Context: an optimization exercise on an open-source flow, tuned for small area, a short achievable clock period and few clock cycles. The choices shown serve that exercise and are no tape-out recipe. Only simulation tests tie the RTL to the original design; equivalence was not proved. No activity file was given, so power comes from the tool's default toggle rates.

==> flow/design.v (excerpt) <==
module pwe_encoder (
    input  wire         clk,
    input  wire         rst,
    input  wire         req_valid,
    output wire         req_ready,
    input  wire [15:0]  req_opcode,
    input  wire [15:0]  req_version,
    input  wire [31:0]  req_request_id,
    input  wire [31:0]  f_status,
    input  wire [31:0]  f_word,
    input  wire [31:0]  f_vnet_id,
    input  wire [15:0]  f_vlan_id,
    input  wire [15:0]  f_port,
    input  wire [7:0]   f_src_prefix_len,
    input  wire [7:0]   f_dst_prefix_len,
    input  wire [47:0]  f_mac,
    input  wire [47:0]  f_mac2,
    input  wire [127:0] f_ip,
    input  wire [127:0] f_ip2,
    output wire         tx_valid,
    input  wire         tx_ready,
    output wire [7:0]   tx_data,
    output wire         tx_last,
    output reg          ev_valid,
    output wire [7:0]   ev_code,
    output wire [15:0]  ev_opcode,
    output wire [31:0]  ev_request_id
);
  ...
Size in the first run: roughly 1200 cells after synthesis, roughly 140 flip-flops, ~11000 µm² of cells after synthesis.
==> flow/config.mk <==
export PLATFORM = sky130hd
export DESIGN_NAME = pwe_encoder
export DESIGN_NICKNAME = pwe_encoder
export VERILOG_FILES = /design/flow/design.v
export SDC_FILE = /design/flow/constraint.sdc
export NUM_CORES = 4
export LEC_CHECK = 0
export CAP_MARGIN = 20
export CORE_MARGIN = 2
export CORE_UTILIZATION = 30
export PLACE_DENSITY = 0.5
export SETUP_SLACK_MARGIN = 3.2
export SLEW_MARGIN = 20
==> flow/constraint.sdc <==
create_clock -name core_clock -period 6.0 [get_ports {clk}]
set_input_delay 1.2000 -clock core_clock [delete_from_list [all_inputs] [get_ports {clk}]]
set_output_delay 1.2000 -clock core_clock [all_outputs]
set_load 0.01 [all_outputs]
standard.sh (not shown) runs the stock make flow with config.mk's settings and CLKGATE_MAP_FILE= SYNTH_SCRIPT=/design/flow/synth_recipe.tcl, a recipe that flattens the netlist after the stock synthesis.
==> flow/flow/run.sh <==
#!/bin/bash
# Standard ORFS layout; the port buffers are the smallest buffer cell
# (buf_1) instead of the cell buffer_ports picks by default.
set -euo pipefail
bash standard.sh "BUFFER_PORTS_ARGS=-buffer_cell sky130_fd_sc_hd__buf_1" finish > orfs_make.log 2>&1
Testbench counts at the start, summed over its fixed seeds: cycles 147,057.
Rerun with:
--- a/flow/design.v
+++ b/flow/design.v
@@ -50,20 +50,21 @@
     wire cls_ce = cls_r[1];
     wire cls_cf = cls_r[0];
     wire [5:0] psz = ({6{cls_p}} & 6'd0) | ({6{cls_c3}} & 6'd12) | ({6{cls_c4}} & 6'd20) | ({6{cls_c5}} & 6'd24) | ({6{cls_c6}} & 6'd28) | ({6{cls_c9}} & 6'd20) | ({6{cls_cc}} & 6'd4) | ({6{cls_ce}} & 6'd40) | ({6{cls_cf}} & 6'd46);
     reg        fresh;         
     reg        known_r;       
     reg        ev_p;          
     reg [3:0]  fl;            
     reg [7:0]  fh;            
     reg        cfetch;        
     reg        cpend;         
+    reg        cfirst;        
     reg [15:0] hw_r;
     reg [31:0] crc;
     reg [3:0]  bcnt;          
     reg        hdr_done;      
     reg        bfull;         
     reg        blast;         
     reg        bsel;          
     reg [8:0]  q0, q1;        
     reg        q0v, q1v;
     reg        rdy;           
@@ -143,21 +144,22 @@
         input [7:0]  b;
         integer i;
         reg [31:0] r;
         begin
             r = c ^ {24'd0, b};
             for (i = 0; i < 8; i = i + 1)
                 r = r[0] ? ((r >> 1) ^ 32'hEDB88320) : (r >> 1);
             crc32_byte = r;
         end
     endfunction
-    wire [31:0] crc_next = crc32_byte(crc32_byte(crc, hw_r[15:8]), hw_r[7:0]);
+    wire [31:0] crc_base = cfirst ? 32'hFFFFFFFF : crc;
+    wire [31:0] crc_next = crc32_byte(crc32_byte(crc_base, hw_r[15:8]), hw_r[7:0]);
     wire [31:0] crc_fin  = ~crc;
     reg [7:0] hbyte;
     always @(*) begin
         case (bcnt)
             4'd0:  hbyte = req_version[15:8];
             4'd1:  hbyte = req_version[7:0];
             4'd3:  hbyte = {4'd0, req_opcode[3:0]};
             4'd7:  hbyte = {2'd0, psz};
             4'd8:  hbyte = req_request_id[31:24];
             4'd9:  hbyte = req_request_id[23:16];
@@ -189,45 +191,46 @@
     assign tx_last   = q0[8];
     assign ev_code       = EV_ENCODE_UNKNOWN_OPCODE;
     assign ev_opcode     = hw_r;
     assign ev_request_id = crc;
     always @(posedge clk) begin
         if (fresh)
             cls_r <= dcls;
         if (cfetch | bfet)
             hw_r <= hw;
         if (fresh)
-            crc <= req_request_id | {32{dknown}};
+            crc <= req_request_id;
         else if (cpend & known_r)
             crc <= crc_next;
         if (q1v) begin
             if (pop)
                 q0 <= q1;
         end else if (push & (pop | ~q0v)) begin
             q0 <= pbyte;
         end else if (push) begin
             q1 <= pbyte;
         end
     end
-    reg        fresh_n, known_n, ev_p_n, ev_n, cfetch_n, cpend_n;
+    reg        fresh_n, known_n, ev_p_n, ev_n, cfetch_n, cpend_n, cfirst_n;
     reg        hdr_done_n, bfull_n, blast_n, bsel_n, q0v_n, q1v_n;
     reg [3:0]  fl_n, bcnt_n;
     reg [7:0]  fh_n;
     always @(*) begin
         fresh_n    = fresh;
         known_n    = known_r;
         ev_p_n     = fresh & req_valid & ~dknown;
         ev_n       = ev_p;
         fl_n       = fl;
         fh_n       = fh;
         cfetch_n   = cfetch;
         cpend_n    = cpend;
+        cfirst_n   = cfirst;
         bcnt_n     = bcnt;
         hdr_done_n = hdr_done;
         bfull_n    = bfull;
         blast_n    = blast;
         bsel_n     = bsel;
         q0v_n      = q0v;
         q1v_n      = q1v;
         if (q1v) begin
             if (pop)
                 q1v_n = 1'b0;
@@ -238,31 +241,34 @@
         end else if (pop) begin
             q0v_n = 1'b0;
         end
         if (finish) begin
             fresh_n    = 1'b1;
             known_n    = 1'b0;
             fl_n       = 4'b0001;
             fh_n       = 8'b00000001;
             cfetch_n   = 1'b1;
             cpend_n    = 1'b0;
+            cfirst_n   = 1'b1;
             bcnt_n     = 4'd0;
             hdr_done_n = 1'b0;
             bfull_n    = 1'b0;
             blast_n    = 1'b0;
             bsel_n     = 1'b0;
         end else begin
             if (fresh & req_valid) begin
                 fresh_n = 1'b0;
                 known_n = dknown;
             end
             cpend_n = cfetch & adv;
+            if (cpend & known_r)
+                cfirst_n = 1'b0;
             if (cfetch & adv) begin
                 if (~fresh & at_last) begin
                     cfetch_n = 1'b0;
                     fl_n     = 4'b0001;
                     fh_n     = 8'b00000100;
                 end else begin
                     fl_n = {fl[2:0], fl[3]};
                     if (fl[3])
                         fh_n = {fh[6:0], fh[7]};
                 end
@@ -285,20 +291,21 @@
         end
         if (rst) begin
             fresh_n    = 1'b1;
             known_n    = 1'b0;
             ev_p_n     = 1'b0;
             ev_n       = 1'b0;
             fl_n       = 4'b0001;
             fh_n       = 8'b00000001;
             cfetch_n   = 1'b1;
             cpend_n    = 1'b0;
+            cfirst_n   = 1'b1;
             bcnt_n     = 4'd0;
             hdr_done_n = 1'b0;
             bfull_n    = 1'b0;
             blast_n    = 1'b0;
             bsel_n     = 1'b0;
             q0v_n      = 1'b0;
             q1v_n      = 1'b0;
         end
     end
     wire rdy_n = known_n & ~q1v_n &
@@ -387,20 +394,21 @@
         sel_r <= sel_n;
     always @(posedge clk) begin
         fresh    <= fresh_n;
         known_r  <= known_n;
         ev_p     <= ev_p_n;
         ev_valid <= ev_n;
         fl       <= fl_n;
         fh       <= fh_n;
         cfetch   <= cfetch_n;
         cpend    <= cpend_n;
+        cfirst   <= cfirst_n;
         bcnt     <= bcnt_n;
         hdr_done <= hdr_done_n;
         bfull    <= bfull_n;
         blast    <= blast_n;
         bsel     <= bsel_n;
         q0v      <= q0v_n;
         q1v      <= q1v_n;
         rdy      <= rdy_n;
     end
 endmodule
Effect: Routed wire length climbs by about 2%. Final cell count rose by 4.9%. Design area came out higher by 4.4%. First-iteration DRC count came out lower by 5.3%. Setup slack loses 15 ps. Power fell by 56%. Combinational power decreases by 71%. Clock power barely changes.
Testbench counts after the change, summed over its fixed seeds: cycles 147,057.

Another version of the RTL of pwe_encoder (not shown whole).
Size in the first run: ~1,200 cells after synthesis, about 100 flip-flops, ~630 I/O pins.
## pwe_encoder
module pwe_encoder (
    input  wire         clk,
    input  wire         rst,
    input  wire         req_valid,
    output wire         req_ready,
    input  wire [15:0]  req_opcode,
    input  wire [15:0]  req_version,
    input  wire [31:0]  req_request_id,
    input  wire [31:0]  f_status,
    input  wire [31:0]  f_word,
    input  wire [31:0]  f_vnet_id,
    input  wire [15:0]  f_vlan_id,
    input  wire [15:0]  f_port,
    input  wire [7:0]   f_src_prefix_len,
    input  wire [7:0]   f_dst_prefix_len,
    input  wire [47:0]  f_mac,
    input  wire [47:0]  f_mac2,
    input  wire [127:0] f_ip,
    input  wire [127:0] f_ip2,
    output wire         tx_valid,
    input  wire         tx_ready,
    output wire [7:0]   tx_data,
    output wire         tx_last,
    output reg          ev_valid,
    output wire [7:0]   ev_code,
    output wire [15:0]  ev_opcode,
    output wire [31:0]  ev_request_id
);
clock: 6.0 ns
lec_check: 0
cap_margin: 20
core_margin: 2
core_utilization: 30
place_density: 0.5
setup_slack_margin: 3.2
slew_margin: 20
Scripts as last shown in full above: flow/flow/run.sh
Testbench counts at the start, summed over its fixed seeds: cycles 147,057.
Change:
--- a/flow/design.v
+++ b/flow/design.v
@@ -51,18 +51,19 @@
     wire cls_cf = cls_r[0];
     wire [5:0] psz = ({6{cls_p}} & 6'd0) | ({6{cls_c3}} & 6'd12) | ({6{cls_c4}} & 6'd20) | ({6{cls_c5}} & 6'd24) | ({6{cls_c6}} & 6'd28) | ({6{cls_c9}} & 6'd20) | ({6{cls_cc}} & 6'd4) | ({6{cls_ce}} & 6'd40) | ({6{cls_cf}} & 6'd46);
     reg        fresh;         
     reg        known_r;       
     reg        ev_p;          
     reg [3:0]  fl;            
     reg [7:0]  fh;            
     reg        cfetch;        
     reg        cpend;         
+    reg        cfirst;        
     reg [15:0] hw_r;
     reg [31:0] crc;
     reg [3:0]  bcnt;          
     reg        hdr_done;      
     reg        bfull;         
     reg        blast;         
     reg        bsel;          
     reg [8:0]  q0, q1;        
     reg        q0v, q1v;
@@ -179,19 +180,20 @@
         integer i;
         reg [31:0] r;
         begin
             r = c ^ {24'd0, b};
             for (i = 0; i < 8; i = i + 1)
                 r = r[0] ? ((r >> 1) ^ 32'hEDB88320) : (r >> 1);
             crc32_byte = r;
         end
     endfunction
-    wire [31:0] crc_next = crc32_byte(crc32_byte(crc, hw_r[15:8]), hw_r[7:0]);
+    wire [31:0] crc_base = cfirst ? 32'hFFFFFFFF : crc;
+    wire [31:0] crc_next = crc32_byte(crc32_byte(crc_base, hw_r[15:8]), hw_r[7:0]);
     wire [31:0] crc_fin  = ~crc;
     reg [7:0] hbyte;
     always @(*) begin
         case (bcnt)
             4'd0:  hbyte = req_version[15:8];
             4'd1:  hbyte = req_version[7:0];
             4'd3:  hbyte = {4'd0, req_opcode[3:0]};
             4'd7:  hbyte = {2'd0, psz};
             4'd8:  hbyte = req_request_id[31:24];
@@ -225,43 +227,44 @@
     assign ev_code       = EV_ENCODE_UNKNOWN_OPCODE;
     assign ev_opcode     = hw_r;
     assign ev_request_id = crc;
     always @(posedge clk) begin
         if (fresh)
             cls_r <= dcls;
         if (cfetch | bfet)
             hw_r <= hw;
         if (fresh)
-            crc <= req_request_id | {32{dknown}};
+            crc <= req_request_id;
         else if (cpend & known_r)
             crc <= crc_next;
         if (q1v) begin
             if (pop)
                 q0 <= q1;
         end else if (push & (pop | ~q0v)) begin
             q0 <= pbyte;
         end else if (push) begin
             q1 <= pbyte;
         end
     end
-    reg        fresh_n, known_n, ev_p_n, ev_n, cfetch_n, cpend_n;
+    reg        fresh_n, known_n, ev_p_n, ev_n, cfetch_n, cpend_n, cfirst_n;
     reg        hdr_done_n, bfull_n, blast_n, bsel_n, q0v_n, q1v_n;
     reg [3:0]  fl_n, bcnt_n;
     reg [7:0]  fh_n;
     always @(*) begin
         fresh_n    = fresh;
         known_n    = known_r;
         ev_p_n     = fresh & req_valid & ~dknown;
         ev_n       = ev_p;
         fl_n       = fl;
         fh_n       = fh;
         cfetch_n   = cfetch;
         cpend_n    = cpend;
+        cfirst_n   = cfirst;
         bcnt_n     = bcnt;
         hdr_done_n = hdr_done;
         bfull_n    = bfull;
         blast_n    = blast;
         bsel_n     = bsel;
         q0v_n      = q0v;
         q1v_n      = q1v;
         if (q1v) begin
             if (pop)
@@ -274,29 +277,32 @@
             q0v_n = 1'b0;
         end
         if (finish) begin
             fresh_n    = 1'b1;
             known_n    = 1'b0;
             fl_n       = 4'b0001;
             fh_n       = 8'b00000001;
             cfetch_n   = 1'b1;
             cpend_n    = 1'b0;
+            cfirst_n   = 1'b1;
             bcnt_n     = 4'd0;
             hdr_done_n = 1'b0;
             bfull_n    = 1'b0;
             blast_n    = 1'b0;
             bsel_n     = 1'b0;
         end else begin
             if (fresh & req_valid) begin
                 fresh_n = 1'b0;
                 known_n = dknown;
             end
             cpend_n = cfetch & adv;
+            if (cpend & known_r)
+                cfirst_n = 1'b0;
             if (cfetch & adv) begin
                 if (~fresh & at_last) begin
                     cfetch_n = 1'b0;
                     fl_n     = 4'b0001;
                     fh_n     = 8'b00000100;
                 end else begin
                     fl_n = {fl[2:0], fl[3]};
                     if (fl[3])
                         fh_n = {fh[6:0], fh[7]};
@@ -321,18 +327,19 @@
         if (rst) begin
             fresh_n    = 1'b1;
             known_n    = 1'b0;
             ev_p_n     = 1'b0;
             ev_n       = 1'b0;
             fl_n       = 4'b0001;
             fh_n       = 8'b00000001;
             cfetch_n   = 1'b1;
             cpend_n    = 1'b0;
+            cfirst_n   = 1'b1;
             bcnt_n     = 4'd0;
             hdr_done_n = 1'b0;
             bfull_n    = 1'b0;
             blast_n    = 1'b0;
             bsel_n     = 1'b0;
             q0v_n      = 1'b0;
             q1v_n      = 1'b0;
         end
     end
@@ -342,18 +349,19 @@
     always @(posedge clk) begin
         fresh    <= fresh_n;
         known_r  <= known_n;
         ev_p     <= ev_p_n;
         ev_valid <= ev_n;
         fl       <= fl_n;
         fh       <= fh_n;
         cfetch   <= cfetch_n;
         cpend    <= cpend_n;
+        cfirst   <= cfirst_n;
         bcnt     <= bcnt_n;
         hdr_done <= hdr_done_n;
         bfull    <= bfull_n;
         blast    <= blast_n;
         bsel     <= bsel_n;
         q0v      <= q0v_n;
         q1v      <= q1v_n;
         rdy      <= rdy_n;
     end
=> The new run completed without violations. Total power came out lower by 57%. Fmax came out lower by 1.4%. Non-clock buffer count came out higher by 21. First-iteration DRC count came out lower by 5.4%. Synthesized cell count came out higher by 4.5%. Wire length came out lower by 3.9%. Setup slack degrades by 0.043 ns.
Testbench counts after the change, summed over its fixed seeds: cycles 147,057.

pwe_encoder, a different RTL version from the one above (not shown whole).
For scale: ~140 flip-flops, ~630 I/O pins.
export LEC_CHECK = 0
export CAP_MARGIN = 20
export CORE_MARGIN = 2
export CORE_UTILIZATION = 30
export PLACE_DENSITY = 0.5
export SETUP_SLACK_MARGIN = 3.3
export SLEW_MARGIN = 20
create_clock -name core_clock -period 6.0 [get_ports {clk}]
Scripts as last shown in full above: flow/flow/run.sh
Testbench counts at the start, summed over its fixed seeds: cycles 147,057.
Change:
--- a/flow/design.v
+++ b/flow/design.v
@@ -298,13 +298,13 @@
             blast_n    = 1'b0;
             bsel_n     = 1'b0;
             q0v_n      = 1'b0;
             q1v_n      = 1'b0;
         end
     end
-    wire rdy_n = known_r & ~finish & ~rst & ~q1v_n &
+    wire rdy_n = known_n & ~q1v_n &
                  (~hdr_done_n & cls_p & (bcnt_n == 4'd15) & ~cfetch_n & ~cpend_n |
                   hdr_done_n & bfull_n & bsel_n & blast_n);
     wire hn_0 = fl_n[0] & fh_n[0];
     wire hn_1 = fl_n[1] & fh_n[0];
     wire hn_2 = fl_n[2] & fh_n[0];
     wire hn_3 = fl_n[3] & fh_n[0];
@@ -333,21 +333,22 @@
     wire hn_26 = fl_n[2] & fh_n[6];
     wire hn_27 = fl_n[3] & fh_n[6];
     wire hn_28 = fl_n[0] & fh_n[7];
     wire hn_29 = fl_n[1] & fh_n[7];
     wire hn_30 = fl_n[2] & fh_n[7];
     wire hn_31 = fl_n[3] & fh_n[7];
-    wire cn_p = cls_r[8];
-    wire cn_c3 = cls_r[7];
-    wire cn_c4 = cls_r[6];
-    wire cn_c5 = cls_r[5];
-    wire cn_c6 = cls_r[4];
-    wire cn_c9 = cls_r[3];
-    wire cn_cc = cls_r[2];
-    wire cn_ce = cls_r[1];
-    wire cn_cf = cls_r[0];
+    wire [8:0] cls_n = fresh ? dcls : cls_r;
+    wire cn_p = cls_n[8];
+    wire cn_c3 = cls_n[7];
+    wire cn_c4 = cls_n[6];
+    wire cn_c5 = cls_n[5];
+    wire cn_c6 = cls_n[4];
+    wire cn_c9 = cls_n[3];
+    wire cn_cc = cls_n[2];
+    wire cn_ce = cls_n[1];
+    wire cn_cf = cls_n[0];
     wire [35:0] sel_n;
     assign sel_n[0] = hn_0;
     assign sel_n[1] = hn_1;
     assign sel_n[2] = hn_3;
     assign sel_n[3] = hn_4;
     assign sel_n[4] = hn_5;
=> Non-clock buffer count fell by 13. Die area stays flat. Clock power is about the same. Power is lower by 1.1%. Final area is lower by 0.42%. Worst setup slack is better by 0.043 ns.
Testbench counts after the change, summed over its fixed seeds: cycles 147,057.

re-timing with driven ports:
The flow's constraints put no driver on any port. The routed layouts listed below were extracted and timed again, unchanged, in two steps. Step 1, drivers: a clkbuf_16 drives clk and a buf_2 each remaining input, both assumed. Step 2 moves the port delays by t, midway between the first and last clock arrival at a register: inputs arrive t later, outputs are due t later. That takes back most of the time a late clock gives input paths. Slacks: ideal / step 1 / step 2; pairs: ideal / step 1.
run | shift t [ns] | setup slack, ns | worst setup path at the end | slew at the worst register clock pin (ns)
the first run of note 1 | 0.484 | 3.147 / 3.144 / 2.659 | input to register | 0.08 / 0.08
the second run of note 1 | 0.492 | 3.132 / 3.132 / 2.685 | input to register | 0.07 / 0.07
the first run of note 2 | 0.434 | 3.003 / 3.003 / 2.728 | input to register | 0.09 / 0.09
the second run of note 2 | 0.437 | 2.959 / 2.959 / 2.741 | input to register | 0.10 / 0.10
the first run of note 3 | 0.523 | 3.127 / 3.127 / 2.719 | input to register | 0.07 / 0.07
the second run of note 3 | 0.509 | 3.170 / 3.195 / 2.686 | input to register | 0.08 / 0.08
After both steps setup and hold are still met in every run listed. The setup slack of the first run of note 1, which loses most, moves by -0.003 ns with the drivers and by -0.488 ns with both steps.
